What follows belongs to an exercise in optimizing a design on an open flow for small area and few clock cycles; a production flow would make more cautious choices. In this exercise RTL edits were held to simulation tests only and were not proved equivalent to the original.

[flow/flow/run.sh]
#!/bin/bash
# The standard layout (standard.sh) with three changes:
#  - synthesis is the standard flow's script (synth_recipe.tcl) unchanged except for the
#    step before ABC: flow/fa_flip_il.py picks the polarity of each full-adder
#    chain to save inverters, and ABC maps the logic with flow/abc_map.script
#    (area-oriented amap) instead of ORFS's speed script; registers are mapped
#    before that step, so they are the standard synthesis's;
#  - the port buffers that global placement inserts are the smallest buffer,
#    sky130_fd_sc_hd__buf_1;
#  - clock tree synthesis uses clkbuf_4 buffers over sink clusters of up to 10
#    flip-flops, without dummy loads.
# The full make output goes to standard_flow.log; the per-step ORFS logs are
# under orfs/logs/.
set -euo pipefail
here=$(pwd)
{ head -n 1 synth_recipe.tcl; cat flow/abc_override.tcl; tail -n +2 synth_recipe.tcl; } > my_synth.tcl
sed "s#SYNTH_SCRIPT=[^ ]*#SYNTH_SCRIPT=$here/my_synth.tcl#" standard.sh > my_standard.sh
export MY_ABC_SCRIPT="$here/flow/abc_map.script"
export FA_FLIP="$here/flow/fa_flip_il.py"
export BUFFER_PORTS_ARGS="-buffer_cell sky130_fd_sc_hd__buf_1"
export CTS_ARGS="-sink_clustering_enable -repair_clock_nets -dont_use_dummy_load -buf_list sky130_fd_sc_hd__clkbuf_4 -sink_clustering_size 10 -sink_clustering_max_diameter 40"
bash my_standard.sh > standard_flow.log 2>&1
[flow/flow/abc_map.script]
strash
&get -n
&st
&syn2
&dch -f
&put
dch -f
amap -m -F 4 -A 8
topo
[flow/flow/abc_override.tcl]
# Before ABC's technology mapping: write the design out, let
# flow/fa_flip_il.py choose the polarity of each full-adder chain (a full
# adder is self-dual, so a chain can be swapped to its complement form to
# save inverters ABC cannot absorb), and read the rewritten top module back.
# Then run ABC with flow/abc_map.script (area-oriented mapping with amap) in
# place of ORFS's abc_speed.script. Everything else in the synthesis is
# the standard script, and the flip-flops are mapped before this step.
proc abc {args} {
  set pre $::env(RESULTS_DIR)/pre_abc.il
  yosys write_rtlil $pre
  exec python3 $::env(FA_FLIP) $pre $pre.flip.il $::env(DESIGN_NAME) 2>@ stderr
  yosys delete $::env(DESIGN_NAME)
  yosys read_rtlil $pre.flip.il
  yosys hierarchy -top $::env(DESIGN_NAME)
  set i [lsearch -exact $args -script]
  if {$i >= 0} { lset args [expr {$i + 1}] $::env(MY_ABC_SCRIPT) }
  yosys abc {*}$args
}
[flow/flow/fa_flip_il.py]
#!/usr/bin/env python3
"""Choose the polarity of full-adder chains before ABC maps the logic.

The netlist is the design just before ABC's technology mapping: full and
half adders (sky130 fa_1/ha_1), flip-flops, and Yosys's generic gates.
A full adder is self-dual: FA(~a, ~b, ~c) = (~sum, ~cout). A chain of full
adders linked carry-out to carry-in can be swapped to its complement form:
each outside input taken inverted, each output inverted.

ABC absorbs an inverter into the generic logic around it, but not one that
sits between two cells it cannot see into (adders, flip-flops, ports). Such
"hard" inverters end up as inverter cells. This script swaps each chain whose
swap lowers the number of hard inverters, until none does. The netlist's
function is unchanged.

usage: fa_flip_il.py in.il out.il top

in.il is Yosys's RTLIL of the design; out.il holds only the rewritten top module.
"""
import re
import sys

FA = '\\sky130_fd_sc_hd__fa_1'
NOT = '$_NOT_'
OUT_PINS = {'Y', 'Q', 'SUM', 'COUT', 'X', 'HI', 'LO'}
HARD = ('\\sky130_fd_sc_hd__',)          # cells ABC does not see into

src = open(sys.argv[1]).read()
mstart = src.index('module \\' + sys.argv[3] + '\n')
mend = src.index('\nend\n', mstart) + 5
lines = src[mstart:mend].split('\n')
cells, order = {}, []
keep = []            # module lines other than cells, in order
ports = set()
pending_attr = []
k = 0
while k < len(lines):
    ln = lines[k]
    st = ln.strip()
    if st.startswith('cell '):
        _, typ, name = st.split(None, 2)
        pins = {}
        k += 1
        while lines[k].strip() != 'end':
            t = lines[k].strip()
            if t.startswith('connect '):
                _, p, n = t.split(None, 2)
                pins[p.lstrip('\\')] = n
            elif t.startswith('parameter '):
                pins.setdefault('__params__', []).append(t)
            k += 1
        params = pins.pop('__params__', [])
        cells[name] = [typ, pins, pending_attr, params]
        order.append(name)
        pending_attr = []
    elif st.startswith('attribute '):
        pending_attr.append(ln)
    else:
        if pending_attr:
            keep.extend(pending_attr)
            pending_attr = []
        keep.append(ln)
        if st.startswith('wire ') and (' input ' in st or ' output ' in st):
            toks = st.split()
            nm = toks[-1]
            w = int(toks[toks.index('width') + 1]) if 'width' in toks else 1
            if w == 1:
                ports.add(nm)
            else:
                for b in range(w):
                    ports.add('%s [%d]' % (nm, b))
        if st.startswith('connect '):
            # module-level connection: pin every bit named on it
            for tok in re.findall(r'(\\\S+(?: \[\d+\])?|\$\S+)', st[8:]):
                ports.add(tok)
    k += 1

counter = [0]


def index(cells):
    drv, loads = {}, {}
    for name, (typ, pins, *_r) in cells.items():
        for p, n in pins.items():
            if p in OUT_PINS:
                drv[n] = name
            else:
                loads.setdefault(n, []).append((name, p))
    return drv, loads


def hard_cell(cells, name):
    return name is None or cells[name][0].startswith(HARD)


def cost(cells):
    drv, loads = index(cells)
    c = 0
    for name, (typ, pins, *_r) in cells.items():
        if typ != NOT:
            continue
        a, y = pins['A'], pins['Y']
        src_hard = a in ports or hard_cell(cells, drv.get(a))
        sink_hard = y in ports or any(hard_cell(cells, l) for l, _ in loads.get(y, []))
        if src_hard and sink_hard:
            c += 1
    return c


def groups(cells):
    drv, loads = index(cells)
    fas = [n for n, v in cells.items() if v[0] == FA]
    parent = {n: n for n in fas}

    def find(x):
        while parent[x] != x:
            parent[x] = parent[parent[x]]
            x = parent[x]
        return x
    for n in fas:
        for (l, p) in loads.get(cells[n][1]['COUT'], []):
            if p == 'CIN' and cells[l][0] == FA:
                parent[find(l)] = find(n)
    g = {}
    for n in fas:
        g.setdefault(find(n), []).append(n)
    return list(g.values())


def new_net():
    counter[0] += 1
    return '\\_fafp%d_' % counter[0]


def add_not(cells, a, y):
    counter[0] += 1
    cells['\\_fafp_not%d_' % counter[0]] = [NOT, {'A': a, 'Y': y}, [], []]


def flip(cells, grp):
    cells = {k: [v[0], dict(v[1])] + v[2:] for k, v in cells.items()}
    drv, loads = index(cells)
    gs = set(grp)
    out_map = {}
    for c in grp:
        pins = cells[c][1]
        for p in ('COUT', 'SUM'):
            y = pins[p]
            yn = new_net()
            out_map[y] = yn
            pins[p] = yn
    inv_made = {}
    for c in grp:
        pins = cells[c][1]
        for p in ('A', 'B', 'CIN'):
            n = pins[p]
            if n in out_map:
                pins[p] = out_map[n]
                continue
            d = drv.get(n)
            if d is not None and cells[d][0] == NOT:
                pins[p] = cells[d][1]['A']
            else:
                if n not in inv_made:
                    inv_made[n] = new_net()
                    add_not(cells, n, inv_made[n])
                pins[p] = inv_made[n]
    drv, loads = index(cells)
    for y, yn in out_map.items():
        need_true = y in ports
        for (l, p) in list(loads.get(y, [])):
            if cells[l][0] == NOT and cells[l][1]['Y'] not in ports:
                z = cells[l][1]['Y']
                for (l2, p2) in loads.get(z, []):
                    cells[l2][1][p2] = yn
                del cells[l]
            else:
                need_true = True
        if need_true:
            add_not(cells, yn, y)
    changed = True
    while changed:
        changed = False
        drv, loads = index(cells)
        for name in list(cells):
            t, pins = cells[name][0], cells[name][1]
            if t == NOT and pins['Y'] not in ports and not loads.get(pins['Y']):
                del cells[name]
                changed = True
    return cells


before = cost(cells)
cur = before
improved = True
while improved:
    improved = False
    for grp in groups(cells):
        if any(g not in cells for g in grp):
            continue
        trial = flip(cells, grp)
        c = cost(trial)
        if c < cur:
            cells, cur = trial, c
            improved = True

names = [n for n in order if n in cells] + [n for n in cells if n not in set(order)]
used = set()
for v in cells.values():
    used.update(v[1].values())
out = []
for ln in keep:
    if ln.strip() == 'end':
        break
    out.append(ln)
for n in sorted(used):
    if n.startswith('\\_fafp'):
        out.append('  wire %s' % n)
for n in names:
    t, pins, attrs, params = cells[n]
    out.extend(attrs)
    out.append('  cell %s %s' % (t, n))
    for pr in params:
        out.append('    ' + pr)
    for p, v in pins.items():
        out.append('    connect \\%s %s' % (p, v))
    out.append('  end')
out.append('end')
open(sys.argv[2], 'w').write('\n'.join(out) + '\n')
print('fa_flip_il: hard inverters %d -> %d' % (before, cur), file=sys.stderr)
[flow/standard.sh]
#!/bin/bash
# synth_recipe.tcl (not shown) runs the flow's synth.tcl, then flattens the netlist and writes it again
# the make line also repeats each setting of config.mk as NAME=value (left out here)
make -C /OpenROAD-flow-scripts/flow DESIGN_CONFIG=/design/flow/config.mk WORK_HOME=/design/flow/orfs CLKGATE_MAP_FILE= SYNTH_SCRIPT=/design/flow/synth_recipe.tcl "${@:-finish}"
[flow/config.mk]
export PLATFORM = sky130hd
export DESIGN_NAME = pvd_core
export DESIGN_NICKNAME = pvd_core
export VERILOG_FILES = /design/flow/design.v
export SDC_FILE = /design/flow/constraint.sdc
export NUM_CORES = 4
export LEC_CHECK = 0
export CAP_MARGIN = 20
export CORE_MARGIN = 2
export CORE_UTILIZATION = 70
export SLEW_MARGIN = 20
[flow/constraint.sdc]
create_clock -name core_clock -period 240.0 [get_ports {clk}]
set_input_delay 48.0000 -clock core_clock [delete_from_list [all_inputs] [get_ports {clk}]]
set_output_delay 48.0000 -clock core_clock [all_outputs]
set_load 0.01 [all_outputs]
[flow/design.v]
module pvd_core (
    input  wire         clk,
    input  wire         rst,
    input  wire         ev_valid,
    output wire         ev_ready,
    input  wire [175:0] ev,
    input  wire [1:0]   range_sel,
    output wire         ann_valid,
    input  wire         ann_ready,
    output wire [149:0] ann
);
    localparam TS = 64;
    function [TS-1:0] add64;             
        input [TS-1:0] a;
        input [TS-1:0] b;
        input          ci;
        reg            c;
        integer        i;
        begin
            c = ci;
            for (i = 0; i < TS; i = i + 1) begin
                add64[i] = a[i] ^ b[i] ^ c;
                c = (a[i] & b[i]) | (c & (a[i] ^ b[i]));
            end
        end
    endfunction
    function [31:0] add32;               
        input [31:0] a;
        input [31:0] b;
        input        ci;
        reg          c;
        integer      i;
        begin
            c = ci;
            for (i = 0; i < 32; i = i + 1) begin
                add32[i] = a[i] ^ b[i] ^ c;
                c = (a[i] & b[i]) | (c & (a[i] ^ b[i]));
            end
        end
    endfunction
    wire [3:0]    hdr      = ev[3:0];
    wire [TS-1:0] ev_start = ev[67:4];
    wire [TS-1:0] ev_end   = ev[131:68];
    wire [4:0]    rx_len   = ev[136:132];
    wire [15:0]   rx_vec   = ev[153:138];
    wire [4:0]    tx_len   = ev[158:154];
    wire [15:0]   tx_vec   = ev[175:160];
    wire is_bits = !hdr[0];
    wire is_rise = (hdr == 4'b1001);
    reg  [15:0]   acc_rx;
    reg  [15:0]   acc_tx;
    reg           frame_start_valid;
    reg  [TS-1:0] frame_start_ts;
    reg  [TS-1:0] frame_end_ts;
    reg  [TS-1:0] wid_ts;
    reg  [3:0]    wid_rem;      
    reg  [3:0]    wid_m;        
    reg           rx_present;
    reg           tx_present;
    reg  [TS-1:0] span_s;       
    reg  [TS-1:0] span_w;       
    reg  [7:0]    ctl_bits;     
    reg  [1:0]    ctl_lbl;      
    reg           ctl_chsel;    
    reg           volt_pend;    
    reg  [2:0]    ctl_cnt;      
    reg  [1:0]    volt_rs;      
    reg           fin_pend;     
    reg  [1:0]    fin_rs;       
    wire busy      = volt_pend || (ctl_cnt != 3'd0);
    assign ann_valid = !rst && busy;
    wire take      = ann_valid && ann_ready;
    wire last      = take && (volt_pend ? (ctl_cnt == 3'd0) : (ctl_cnt == 3'd1));
    wire seq_free  = !busy || last;
    assign ev_ready = !rst && (is_bits ? (!fin_pend && (!volt_pend || ann_ready))
                                       : !(is_rise && fin_pend));
    wire accept   = ev_valid && ev_ready;
    wire acc_bits = accept && is_bits;
    wire acc_rise = accept && is_rise;
    wire fin_req  = fin_pend || acc_rise;
    wire do_fin   = fin_req && seq_free;
    wire [15:0] rx_base = frame_start_valid ? acc_rx : 16'd0;
    wire [15:0] tx_base = frame_start_valid ? acc_tx : 16'd0;
    function [15:0] fold;
        input [15:0] base;
        input [4:0]  n;
        input [15:0] vec;
        reg   [15:0] s;
        integer      i;
        begin
            s = base;
            if (n[0]) s = {s[14:0], 1'b0};
            if (n[1]) s = {s[13:0], 2'b0};
            if (n[2]) s = {s[11:0], 4'b0};
            if (n[3]) s = {s[7:0], 8'b0};
            for (i = 0; i < 16; i = i + 1)
                fold[i] = (n[4] || n[3:0] > i) ? vec[i] : s[i];
        end
    endfunction
    wire [15:0] acc_rx_next = fold(rx_base, rx_len, rx_vec);
    wire [15:0] acc_tx_next = fold(tx_base, tx_len, tx_vec);
    wire rx_has = (rx_len != 5'd0);
    wire tx_has = (tx_len != 5'd0);
    function [35:0] div_pass;
        input [31:0] num;
        input [3:0]  rem_in;
        input [3:0]  m;
        reg   [3:0]  r;
        reg   [3:0]  u;
        reg   [3:0]  s;
        reg          c;
        reg          q;
        integer      i, j;
        begin
            r = rem_in;
            for (i = 31; i >= 0; i = i - 1) begin
                u = {r[2:0], num[i]};
                c = 1'b0;
                for (j = 0; j < 4; j = j + 1) begin
                    s[j] = u[j] ^ m[j] ^ c;
                    c = (u[j] & m[j]) | (c & (u[j] ^ m[j]));
                end
                q = r[3] | c;
                div_pass[i] = q;
                r = q ? s : u;
            end
            div_pass[35:32] = r;
        end
    endfunction
    wire [TS-1:0] duration   = add64(ev_end, ~ev_start, 1'b1);
    wire [4:0]    width_div  = tx_has ? tx_len : rx_len;
    wire [3:0]    width_m    = 4'd0 - width_div[3:0];
    wire [31:0] p113 = add32({9'd0, acc_rx, 7'd0}, ~{12'd0, acc_rx, 4'd0}, 1'b1);
    wire [31:0] p625 = add32(add32({7'd0, acc_rx, 9'd0}, {16'd0, acc_rx}, 1'b0), p113, 1'b0);
    reg  [31:0] prod;
    always @(*) begin
        case (volt_rs)
            2'b01:   prod = {p625[29:0], 2'b00};
            2'b10:   prod = {p625[27:0], 4'b0000};
            default: prod = {p625[28:0], 3'b000};
        endcase
    end
    wire [31:0] vy   = add32(prod, 32'd16383, 1'b0);
    reg         vc;
    integer     vi;
    always @(*) begin
        vc = 1'b1;
        for (vi = 0; vi < 15; vi = vi + 1)
            vc = (vy[15 + vi] & vy[vi]) | (vc & (vy[15 + vi] | vy[vi]));
    end
    wire [31:0] mv_w = add32({17'd0, vy[29:15]}, 32'd0, vc);
    wire [15:0] mv   = mv_w[15:0];
    wire [5:0] ctl_reg  = acc_tx[14:9];
    wire       is_chsel = (ctl_reg == 6'd3);
    wire       is_range = (ctl_reg[5:2] == 4'd1);
    wire [31:0] div_num = acc_bits ? duration[63:32] : wid_ts[31:0];
    wire [3:0]  div_ri  = acc_bits ? 4'd0 : wid_rem;
    wire [3:0]  div_m   = acc_bits ? width_m : wid_m;
    wire [35:0] div_o   = div_pass(div_num, div_ri, div_m);
    wire          is_label = !volt_pend && (ctl_cnt == (ctl_chsel ? 3'd3 : 3'd5));
    wire [TS-1:0] step_c   = ctl_chsel ? {span_w[61:0], 2'b0} : {span_w[62:0], 1'b0};
    wire [TS-1:0] step     = is_label ? {span_w[60:0], 3'b0} : step_c;
    wire [TS-1:0] span_e   = add64(step, span_s, 1'b0);
    wire [TS-1:0] r_end = volt_pend ? frame_end_ts : span_e;
    reg  [2:0]    r_kind;
    reg  [15:0]   r_val;
    always @(*) begin
        if (volt_pend) begin
            r_kind = 3'd0;
            r_val  = mv;
        end else if (is_label) begin
            r_kind = ctl_chsel ? 3'd1 : 3'd4;
            r_val  = ctl_chsel ? 16'd3 : {14'd0, ctl_lbl};
        end else if (ctl_chsel) begin
            r_kind = ctl_cnt[1] ? 3'd2 : 3'd3;
            r_val  = {12'd0, ctl_bits[7:4]};
        end else begin
            r_kind = 3'd5;
            r_val  = {14'd0, ctl_bits[7:6]};
        end
    end
    wire [1:0] r_aux = (volt_pend || is_label || ctl_chsel) ? 2'd0 : (2'd0 - ctl_cnt[1:0]);
    assign ann = {r_val, r_aux, r_kind, !volt_pend, r_end, span_s};
    always @(posedge clk) begin
        if (rst) begin
            frame_start_valid <= 1'b0;
            rx_present        <= 1'b0;
            tx_present        <= 1'b0;
            volt_pend         <= 1'b0;
            ctl_cnt           <= 3'd0;
            fin_pend          <= 1'b0;
        end else begin
            if (take) begin
                if (volt_pend) begin
                    volt_pend <= 1'b0;
                end else begin
                    ctl_cnt <= ctl_cnt - 3'd1;
                    span_s  <= span_e;
                    if (!is_label)
                        ctl_bits <= ctl_chsel ? {ctl_bits[3:0], 4'd0} : {ctl_bits[5:0], 2'd0};
                end
            end
            if (acc_rise && !seq_free) begin
                fin_pend <= 1'b1;
                fin_rs   <= range_sel;
            end
            if (do_fin) begin
                fin_pend          <= 1'b0;
                span_s            <= frame_start_ts;
                span_w            <= {wid_ts[63:32], div_o[31:0]};
                ctl_bits          <= acc_tx[7:0];
                ctl_lbl           <= acc_tx[10:9];
                ctl_chsel         <= is_chsel;
                volt_pend         <= rx_present;
                ctl_cnt           <= !tx_present ? 3'd0 : is_chsel ? 3'd3 : is_range ? 3'd5 : 3'd0;
                volt_rs           <= fin_pend ? fin_rs : range_sel;
                frame_start_valid <= 1'b0;
                rx_present        <= 1'b0;
                tx_present        <= 1'b0;
            end
            if (acc_bits) begin
                rx_present   <= rx_has;
                tx_present   <= tx_has;
                frame_end_ts <= ev_end;
                acc_rx       <= acc_rx_next;
                acc_tx       <= acc_tx_next;
                frame_start_valid <= 1'b1;
                if (!frame_start_valid)
                    frame_start_ts <= ev_start;
                if (rx_has || tx_has) begin
                    wid_ts  <= {div_o[31:0], duration[31:0]};
                    wid_rem <= div_o[35:32];
                    wid_m   <= width_m;
                end
            end
        end
    end
endmodule
==> run summary, run 1 <==
* Run status: complete, no violations
* Seq cells post-synth at 380
* CP Launch Point: ev[4]
* Multi-input combinational cell area at 12310 µm²
* Max Fclk at 7.187 MHz
* TritonCTS clock tree: built
* Pin count of the biggest net entering global routing at 90
* Most instantiated library cell after synthesis: edfxtp_1
* Initial antenna violation count at 5
* R2R Path End: wid_rem[0]$_DFFE_PP_
* Core area at 34630 µm²
* Fillcell total at 2153
* Post-CTS Resized at 0
* Row Count at 68
* Setup TNS at 0 ns
* DRC at 0
* Global-route wire length before repair at 106.0 mm
* Tcrit/Tclk final at 57.98%
* Die span in x at 191.8 µm
* First drt pass iteration count at 6
* Met3 usage at 8.186%
* Cell variety after synth at 40
* Worst hold stages at 0
* Hold path startpoint: wid_ts[58]$_DFFE_PP_
* Clock Skew at 0.08804 ns
* CP endpoint kind: register
* Worst Path Max Fanout at 8
* Clk sink count at 380
* CP Launch Type: input pin
* Worst slew pin tran at 1.133 ns
* Post-synth top area share at 45.24%
* Cell repeated most along the worst path: fa_1
* Total GRT Usage at 38.13%
* Hold_buf cts at 0
* EDFF count, synth at 372
* Cell Area, Synth at 24690 µm²
* Worst path required time at 240.56 ns
* Via count at 19370
* Synth warn at 1
* Initial core utilization at 71.31%
* Drt wl/cell at 23.16 µm
* Area leader, netlist: edfxtp_1
* Final setup vio count at 0
* Crit Path Category: in -> reg
* Postcts setup bufs at 0
* Total die area at 36790 µm²
* Grt met2 use at 63.16%
* Synth-to-layout area growth at 10.21%
* Clock latency at the later pin of the worst-skew pair at 0.83 ns
* Worst Hold Endpoint: span_w[58]$_DFFE_PP_
* Synth Flop Type: edfxtp_1
* Post-DP HPWL at 49.32 mm
* Final net count at 3030
* Overflow after GRT at 0
* Setup slack, reg-to-reg at 171.32 ns
* Final Hold Vio Count at 0
* GR Layer Usage met1 at 48.10%
* Post-synth ARST share at 0%
* Via/cell ratio at 6.569
* Worst min-delay path category: reg -> reg
* Fin util at 78.58%
* Number of CTS-inserted buffers at 56
* Die Y at 191.8 µm
* Vias in the first global route at 19990
* ANT nets after route at 0
* Maxcap violations at 0
* Worst path arrival time at 139.71 ns
* FF-to-FF path depth at 213
* 1st-iter DRT viols at 1650
* Synth top cells by count: 372 x edfxtp_1, 292 x clkinv_1, 259 x fa_1, 207 x o21ai_0, 196 x nand2_1
* Final WL at 68.30 mm
* Seq/Total Area, Yosys at 45.89%
* Most Used Layer, Global Route: met2
* Gate Count Post-Synth at 2082
* Global placement routability congestion at 0.9269
* Post-Syn Nets at 2622
* FF/Latch Area at 11330 µm²
* Slew Viols, Final at 0
* Slowest cell delay on critical path at 0.62 ns
* RSZ-0062 raised after global routing: no
* CTS root buffer: clkbuf_4
* Crit Reg-Reg Startpoint: volt_pend$_SDFFE_PP0P_
* Clock-pin transition on the worst setup and hold timing paths at 0.10 ns
* Syn_area_per_cell at 11.86 µm²
* Layout cells sized above 1 at 4.019%
* CTS H-tree depth at 2
* Max clock buf depth at 3
* Main area contributors after synthesis: edfxtp_1 45%, fa_1 21%, ha_1 5.0%, clkinv_1 4.4%, o21ai_0 4.2%
* Worst path slowest cell: a221oi_1
* Worst slew margin at 24.46%
* PortBufs at 330
* Minimum clock period at 139.15 ns
* Num ports at 334
-- metrics by stage --
stage / cells / setup WS [ns] / hold slack [ns] / area (µm²)
global route: 2948 / 96.61 / 0.4051 / 27210
finish: 2949 / 100.85 / 0.3697 / 27210
detailed placement: 2887 / 101.25 / 0.4052 / 26780
floorplan: 2082 / 108.70 / 0.4003 / 24690
CTS: 2943 / 101.67 / 0.3893 / 27200
global placement: 2887 / 104.14 / 0.4002 / 26780
-- sequential cells by signal, summed over array words and instances, names as in the netlist --
name / flops
ctl_cnt: 3
acc_rx: 16
volt_rs: 2
rx_present: 1
acc_tx: 15
frame_end_ts: 64
wid_m: 4
wid_ts: 63
ctl_lbl: 2
volt_pend: 1
span_s: 64
ctl_bits: 8
ctl_chsel: 1
fin_rs: 2
tx_present: 1
frame_start_valid: 1
wid_rem: 4
fin_pend: 1
span_w: 63
frame_start_ts: 64
-- layout by cell type (no fill, tap or decap), types with 3 or more instances in the layout --
cell type / instances
fa_1: 259
o221a_1: 4
a222oi_1: 4
buf_4: 30
buf_1: 330
nor2b_1: 17
a32o_1: 3
a31oi_1: 16
a21oi_1: 85
dfxtp_1: 7
diode_2: 6
o22a_1: 36
a22oi_1: 30
ha_1: 99
a32oi_1: 3
a221oi_1: 9
a221o_1: 5
nor2_1: 117
inv_2: 3
o31ai_1: 3
o21ai_0: 206
a22o_1: 47
o22ai_1: 155
nand3_1: 11
clkinv_1: 288
a21o_1: 3
clkbuf_4: 56
nor3_1: 25
nand2_1: 196
o32ai_1: 9
o221ai_1: 34
edfxtp_1: 372
-- critical path: cells and delay by family --
kind	cells	cell delay, ns
buf+inv	46	7.20
compound gates	53	14.40
fa+ha+maj	160	66.43
simple gates	16	3.63
-- worst max path at each step --
stage | endpoint | slack [ns] | cells after the start
after floorplan | wid_rem[0]$_DFFE_PP_ | 108.70 | 273
after global placement | wid_rem[0]$_DFFE_PP_ | 104.14 | 274
after detailed placement | wid_rem[0]$_DFFE_PP_ | 101.25 | 273
after CTS | wid_rem[0]$_DFFE_PP_ | 101.67 | 273
after global routing | wid_rem[0]$_DFFE_PP_ | 96.61 | 273
final | wid_rem[0]$_DFFE_PP_ | 100.85 | 275
-- final cells by class --
cell class / instances / area share (%)
multi-input combinational: 1400 / 45.24
sequential: 380 / 41.65
timing repair buffer: 360 / 5.380
inverter: 292 / 4.037
tap: 455 / 2.092
clock buffer: 56 / 1.545
antenna: 6 / 0.05518
-- cells by family (layout without fill, tap and decap cells) --
| kind of cell | count (synthesis) | after routing | synth area share [%] |
|---|---|---|---|
| adder cells (fa/ha/maj) | 358 | 358 | 26.01 |
| flip-flops | 380 | 380 | 45.89 |
| AO/OA/AOI/OAI | 668 | 668 | 17.38 |
| buffers and inverters | 302 | 708 | 4.591 |
| AND/OR/NAND/NOR | 373 | 373 | 6.081 |
| multiplexers | 1 | 1 | 0.04560 |
| other | 0 | 6 | 0 |
-- routing by layer --
metal | vias to the layer above | part of all wire, % | wire length [µm]
li1 | 8492 | - | -
met1 | 9527 | 36 | 24650
met2 | 1137 | 49 | 33530
met3 | 216 | 10 | 6945
met4 | 0 | 4.6 | 3173
met5 | - | 0 | 0
Testbench counts, summed over its fixed seeds: cycles 11,637.
==> inputs of run 2 (changes only) <==
--- a/flow/flow/run.sh
+++ b/flow/flow/run.sh
@@ -5,3 +5,3 @@
 #    chain to save inverters, and ABC maps the logic with flow/abc_map.script
-#    (area-oriented amap) instead of ORFS's speed script; registers are mapped
+#    (logic restructuring with &syn3 and &dch, then area-oriented amap) instead of ORFS's speed script; registers are mapped
 #    before that step, so they are the standard synthesis's;
==> flow/flow/abc_map.script (replaced) <==
strash
&get -n
&st
&syn3
&dch -f
&put
dch -f
amap -m -F 4 -A 8
topo
--- a/flow/flow/abc_override.tcl
+++ b/flow/flow/abc_override.tcl
@@ -4,3 +4,3 @@
 # save inverters ABC cannot absorb), and read the rewritten top module back.
-# Then run ABC with flow/abc_map.script (area-oriented mapping with amap) in
+# Then run ABC with flow/abc_map.script (restructuring with &syn3 and &dch, then area-oriented mapping with amap) in
 # place of ORFS's abc_speed.script. Everything else in the synthesis is
==> run summary, run 2 <==
* Initial core utilization at 71.06%
* TritonCTS clock tree: built
* RSZ-0062 raised after global routing: no
* Pin count of the biggest net entering global routing at 96
* Setup slack, reg-to-reg at 171.84 ns
* Grt met2 use at 58.46%
* Hold Slack at 0.3884 ns
* Worst slew margin at 26.20%
* Tcrit/Tclk final at 57.83%
* Worst path slowest cell: a221oi_1
* Post-DP HPWL at 46.17 mm
* Layout cells sized above 1 at 3.805%
* Initial antenna violation count at 9
* CTS H-tree depth at 2
* Fin util at 78.22%
* Vias in the first global route at 18840
* Registers with the most flip-flops: frame_end_ts x64, frame_start_ts x64, span_s x64
* Post-synth ARST share at 0%
* PortBufs at 330
* Postcts setup bufs at 0
* Worst slew pin tran at 1.107 ns
* Hold_buf cts at 0
* Synth-to-layout area growth at 10.08%
* Via count at 18810
* Worst path arrival time at 139.32 ns
* ANT nets after route at 0
* Max Fclk at 7.205 MHz
* CTS root buffer: clkbuf_4
* Clock-pin transition on the worst setup and hold timing paths at 0.10 ns
* First drt pass iteration count at 8
* Most Used Layer, Global Route: met2
* Post-Syn Nets at 2585
* Cell repeated most along the worst path: fa_1
* Drt wl/cell at 21.75 µm
* Post-synth top area share at 45.51%
* Clock latency at the later pin of the worst-skew pair at 0.86 ns
* Final Non-Filler Cells at 2904
* Clock Skew at 0.1138 ns
* Most instantiated library cell after synthesis: edfxtp_1
* Final WL at 63.16 mm
* Seq/Total Area, Yosys at 46.16%
* Most frequent cells in the layout: 372 x edfxtp_1, 330 x buf_1, 285 x clkinv_1
* Row Count at 68
* Post-CTS Resized at 0
* Max clock buf depth at 3
* Die Y at 191.3 µm
* Commonest non-fill, non-tap cell in the layout: edfxtp_1
* Core area at 34540 µm²
* Cell variety after synth at 40
* Number of CTS-inserted buffers at 54
* Synth Flop Type: edfxtp_1
* Final Hold Vio Count at 0
* Final net count at 2986
* Final setup vio count at 0
* Minimum clock period at 138.80 ns
* Worst path required time at 240.53 ns
* Setup TNS at 0 ns
* Cell Area, Synth at 24550 µm²
* Die span in x at 191.3 µm
* Slew Viols, Final at 0
* Syn_area_per_cell at 12.00 µm²
* Maxcap violations at 0
* WP buf/inv at 42
* Met3 usage at 7.013%
* Num ports at 334
* DRC at 0
* Worst Path Max Fanout at 8
* Main area contributors after synthesis: edfxtp_1 46%, fa_1 21%, ha_1 5.0%, clkinv_1 4.4%, o22ai_1 3.8%
* DP Cell Count at 2845
* CP endpoint kind: register
* Crit Path Category: in -> reg
* Clk sink count at 380
* 1st-iter DRT viols at 1890
* Global-route wire length before repair at 98.44 mm
* Gate Count Post-Synth at 2045
* Total GRT Usage at 35.53%
* CP Launch Type: input pin
* Synth top cells by count: 372 x edfxtp_1, 288 x clkinv_1, 259 x fa_1, 187 x nand2_1, 184 x o21ai_0
* Overflow after GRT at 0
* Top cell family by delay on the critical path: adder cells
* GR Layer Usage met1 at 47.11%
* Run status: complete, no violations
* EDFF count, synth at 372
* Worst min-delay path category: reg -> reg
* Via/cell ratio at 6.477
* Seq cells post-synth at 380
* Area leader, netlist: edfxtp_1
* Total die area at 36580 µm²
* Global placement routability congestion at 0.9539
* Slowest cell delay on critical path at 0.62 ns
* Synth warn at 1
run 2: changes by cell type after synthesis, moves of 10 or more:
cell,delta
a222oi_1,+25
o21ai_0,-23
a22oi_1,-19
nor2_1,+18
nor3_1,-13
o22ai_1,-10
run 2: worst paths after layout:
kind              cells after the start                    to                   start
setup reg to reg                    208  wid_rem[0]$_DFFE_PP_  volt_pend$_SDFFE_PP0P_
hold / removal                        0  span_w[51]$_DFFE_PP_    wid_ts[51]$_DFFE_PP_
hold reg to reg                       0  span_w[51]$_DFFE_PP_    wid_ts[51]$_DFFE_PP_
setup / recovery                    269  wid_rem[0]$_DFFE_PP_                   ev[4]
run 2: through the flow:
| stage | worst slack [ns] | instance area (µm²) |
|---|---|---|
| 2_1_floorplan | 109.74 | 24550 |
| 3_3_place_gp | 103.92 | 26600 |
| 3_5_place_dp | 101.12 | 26600 |
| 4_1_cts | 101.70 | 27010 |
| 5_1_grt | 96.54 | 27020 |
| 6_report | 101.20 | 27020 |
run 2: logic make-up after synthesis:
group	share of synthesized area, %
buffers and inverters	4.557
DFF	46.16
AOI/OAI and AO/OA	17.07
adders and majority gates	26.17
xor gates and xnor gates	0.03569
and+or+nand+nor	6.010
run 2: layout make-up:
cell class / count / area, µm²
Clock buffer: 54 / 405.4
Timing Repair Buffer: 355 / 1426
Tap cell: 455 / 569.3
Inverter: 288 / 1084
Multi-Input combinational cell: 1367 / 12190
Sequential cell: 380 / 11330
Fill cell: 2243 / 7522
Antenna cell: 5 / 12.51
run 2: metal layers:
| layer | wire (µm) | part of all wire, % | vias up |
|---|---|---|---|
| met5 | 57 | 0.090 | - |
| met3 | 6014 | 9.5 | 162 |
| met2 | 31150 | 49 | 1050 |
| met1 | 23690 | 38 | 9210 |
| li1 | - | - | 8379 |
| met4 | 2251 | 3.6 | 8 |
==> inputs of run 3 (changes only) <==
--- a/flow/design.v
+++ b/flow/design.v
@@ -68,3 +68,2 @@
     reg           fin_pend;     
-    reg  [1:0]    fin_rs;       
     wire busy      = volt_pend || (ctl_cnt != 3'd0);
@@ -175,7 +174,16 @@
             r_kind = ctl_cnt[1] ? 3'd2 : 3'd3;
-            r_val  = {12'd0, ctl_bits[7:4]};
+            r_val  = {12'd0, ctl_cnt[1] ? ctl_bits[7:4] : ctl_bits[3:0]};
         end else begin
             r_kind = 3'd5;
-            r_val  = {14'd0, ctl_bits[7:6]};
-        end
+            r_val  = {14'd0, ctl_q};
+        end
+    end
+    reg  [1:0] ctl_q;           
+    always @(*) begin
+        case (ctl_cnt[1:0])
+            2'd0:    ctl_q = ctl_bits[7:6];
+            2'd3:    ctl_q = ctl_bits[5:4];
+            2'd2:    ctl_q = ctl_bits[3:2];
+            default: ctl_q = ctl_bits[1:0];
+        endcase
     end
@@ -198,10 +206,8 @@
                     span_s  <= span_e;
-                    if (!is_label)
-                        ctl_bits <= ctl_chsel ? {ctl_bits[3:0], 4'd0} : {ctl_bits[5:0], 2'd0};
                 end
             end
-            if (acc_rise && !seq_free) begin
+            if (acc_rise && !seq_free)
                 fin_pend <= 1'b1;
-                fin_rs   <= range_sel;
-            end
+            if (acc_rise && (!volt_pend || take))
+                volt_rs <= range_sel;
             if (do_fin) begin
@@ -215,3 +221,2 @@
                 ctl_cnt           <= !tx_present ? 3'd0 : is_chsel ? 3'd3 : is_range ? 3'd5 : 3'd0;
-                volt_rs           <= fin_pend ? fin_rs : range_sel;
                 frame_start_valid <= 1'b0;
==> run summary, run 3 <==
* Die Y at 191.0 µm
* Worst Path Max Fanout at 8
* Seq/Total Area, Yosys at 46.07%
* Max Fclk at 7.219 MHz
* Maxcap violations at 0
* Initial antenna violation count at 7
* Slew Viols, Final at 0
* Initial core utilization at 71.00%
* Post-synthesis compound-gate area fraction at 16.81%
* Post-Synth XOR/XNOR Area at 0.03580%
* Minimum clock period at 138.52 ns
* Total die area at 36460 µm²
* Pin count of the biggest net entering global routing at 76
* Number of CTS-inserted buffers at 53
* Most instantiated library cell after synthesis: edfxtp_1
* 1st-iter DRT viols at 1912
* First drt pass iteration count at 6
* Final Non-Filler Cells at 2900
* DP Cell Count at 2841
* Max clock buf depth at 3
* Post-synth ARST share at 0%
* Synth top cells by count: 370 x edfxtp_1, 287 x clkinv_1, 259 x fa_1, 194 x o21ai_0, 185 x nand2_1
* Worst path slowest cell: a221oi_1
* Core area at 34460 µm²
* Post-DP HPWL at 47.11 mm
* Global placement routability congestion at 0.9290
* Tcrit/Tclk final at 57.72%
* Worst slew pin tran at 1.128 ns
* Worst path required time at 240.54 ns
* Clock Skew at 0.07885 ns
* Post-CTS Resized at 0
* Largest family of logic cells by synthesized area: adder cells
* WP buf/inv at 43
* Cell repeated most along the worst path: fa_1
* Synth Flop Type: edfxtp_1
* Synth-to-layout area growth at 10.09%
* Num ports at 334
* Seq cells post-synth at 378
* Crit Reg-Reg Startpoint: volt_pend$_SDFFE_PP0P_
* Post-Syn Nets at 2584
* CP endpoint kind: register
* Most frequent cells in the layout: 370 x edfxtp_1, 330 x buf_1, 284 x clkinv_1
* Layout cells sized above 1 at 3.772%
* Setup TNS at 0 ns
* Main area contributors after synthesis: edfxtp_1 45%, fa_1 21%, ha_1 5.2%, clkinv_1 4.4%, o21ai_0 4.0%
* Post-synth top area share at 45.41%
* Top cell family by delay on the critical path: adder cells
* Hold path startpoint: wid_ts[35]$_DFFE_PP_
* Final Hold Vio Count at 0
* FF-to-FF path depth at 207
* Total GRT Usage at 36.11%
* Slowest cell delay on critical path at 0.60 ns
* Clock-pin transition on the worst setup and hold timing paths at 0.10 ns
* Mux cell area share after synthesis at 0.04603%
* Fin util at 78.17%
* Overflow after GRT at 0
* Worst hold stages at 0
* Commonest non-fill, non-tap cell in the layout: edfxtp_1
* Row Count at 68
* Worst min-delay path category: reg -> reg
* ANT nets after route at 0
* Global-route wire length before repair at 100.0 mm
* Hold_buf cts at 0
* Worst path arrival time at 139.07 ns
* Final setup vio count at 0
* Area leader, netlist: edfxtp_1
* Crit Path Category: in -> reg
* TritonCTS clock tree: built
* Hold Slack at 0.3699 ns
* Clk sink count at 378
* Via/cell ratio at 6.487
* Worst Hold Endpoint: span_w[35]$_DFFE_PP_
* R2R Path End: wid_rem[0]$_DFFE_PP_
* Setup slack, reg-to-reg at 171.93 ns
* Synth Area in Simple Gates at 6.075%
* EDFF count, synth at 370
* CTS H-tree depth at 2
* Syn_area_per_cell at 11.99 µm²
* Die span in x at 191.0 µm
* Synth warn at 1
* Fillcell total at 2221
* RSZ-0062 raised after global routing: no
* Drt wl/cell at 22.05 µm
* Cell Area, Synth at 24470 µm²
* Cell variety after synth at 43
* CP Launch Type: input pin
* Vias in the first global route at 19090
* Via count at 18810
* Worst slew margin at 24.79%
* CTS root buffer: clkbuf_4
* Postcts setup bufs at 0
* Final net count at 2984
* DRC at 0
* Registers with the most flip-flops: frame_end_ts x64, frame_start_ts x64, span_s x64
* PortBufs at 330
* Clock latency at the later pin of the worst-skew pair at 0.81 ns
* Final WL at 63.94 mm
* Gate Count Post-Synth at 2041
* Adder-Cell Fraction of Synth Area at 26.41%
* Run status: complete, no violations
==> run 3: area by class of cell <==
type / count / area [µm²] / area share [%]
Multi-Input combinational cell: 1366 / 12170 / 45.19
Antenna cell: 6 / 15.01 / 0.05574
Tap cell: 455 / 569.3 / 2.114
Sequential cell: 378 / 11270 / 41.86
Inverter: 287 / 1080 / 4.009
Timing Repair Buffer: 355 / 1426 / 5.296
Clock buffer: 53 / 397.9 / 1.477
==> run 3: how the worst max path moves through the flow <==
stage           start                    to  cells after the start
2_1_floorplan  ev[68]  wid_rem[0]$_DFFE_PP_                    269
3_3_place_gp   ev[68]  wid_rem[0]$_DFFE_PP_                    270
3_5_place_dp   ev[68]  wid_rem[0]$_DFFE_PP_                    270
4_1_cts        ev[68]  wid_rem[0]$_DFFE_PP_                    270
5_1_grt        ev[68]  wid_rem[0]$_DFFE_PP_                    270
6_report       ev[68]  wid_rem[0]$_DFFE_PP_                    270
==> run 3: kinds of logic (layout without fill, tap and decap cells) <==
family | count (synthesis) | after routing
multiplexers | 1 | 1
AO/OA/AOI/OAI | 631 | 631
flip-flops | 378 | 378
buffers and inverters | 297 | 695
XOR/XNOR | 1 | 1
AND/OR/NAND/NOR | 372 | 372
adder cells (fa/ha/maj) | 361 | 361
other | 0 | 6
==> run 3: per-layer routing <==
layer,vias up,track usage [%],part of all wire (%)
li1,8336,-,-
met1,9276,46.90,37
met2,1034,59.99,50
met3,162,7.545,9.8
met4,4,14.79,3.5
met5,-,0,0.038
==> run 3: through the flow <==
step | setup slack [ns] | area [µm²]
floorplan | 109.74 | 24470
global placement | 104.17 | 26520
detailed placement | 101.43 | 26520
CTS | 102.01 | 26920
global route | 96.89 | 26930
finish | 101.48 | 26930
Testbench counts of run 3, summed over its fixed seeds: cycles 11,637.

[afterwards: timing with drivers on the ports]
No port has a modelled driver above. Below, the same layouts with a new extraction and two added sets of constraints.
Step 1 assumes that a clkbuf_16 drives the clock port and a buf_2 every other input.
Step 2, shift: input delay + t, output delay - t, t = (earliest + latest rising clock arrival at the registers) / 2. This alone moves slack from input paths to output paths.
Slacks: ideal ports / drivers / drivers and shift; pairs: ideal ports / drivers.
run | shift t [ns] | slack for setup (ns) | worst data-port slew with drivers (ns)
run 1 | 0.842 | 100.851 / 100.881 / 100.039 | 0.08
run 2 | 0.858 | 101.204 / 101.231 / 100.373 | 0.11
run 3 | 0.829 | 101.476 / 101.509 / 100.681 | 0.08
After both steps setup and hold are still met in every run listed. For run 2, which loses most, drivers alone change the setup slack by +0.027 ns; drivers and shift together by -0.831 ns.
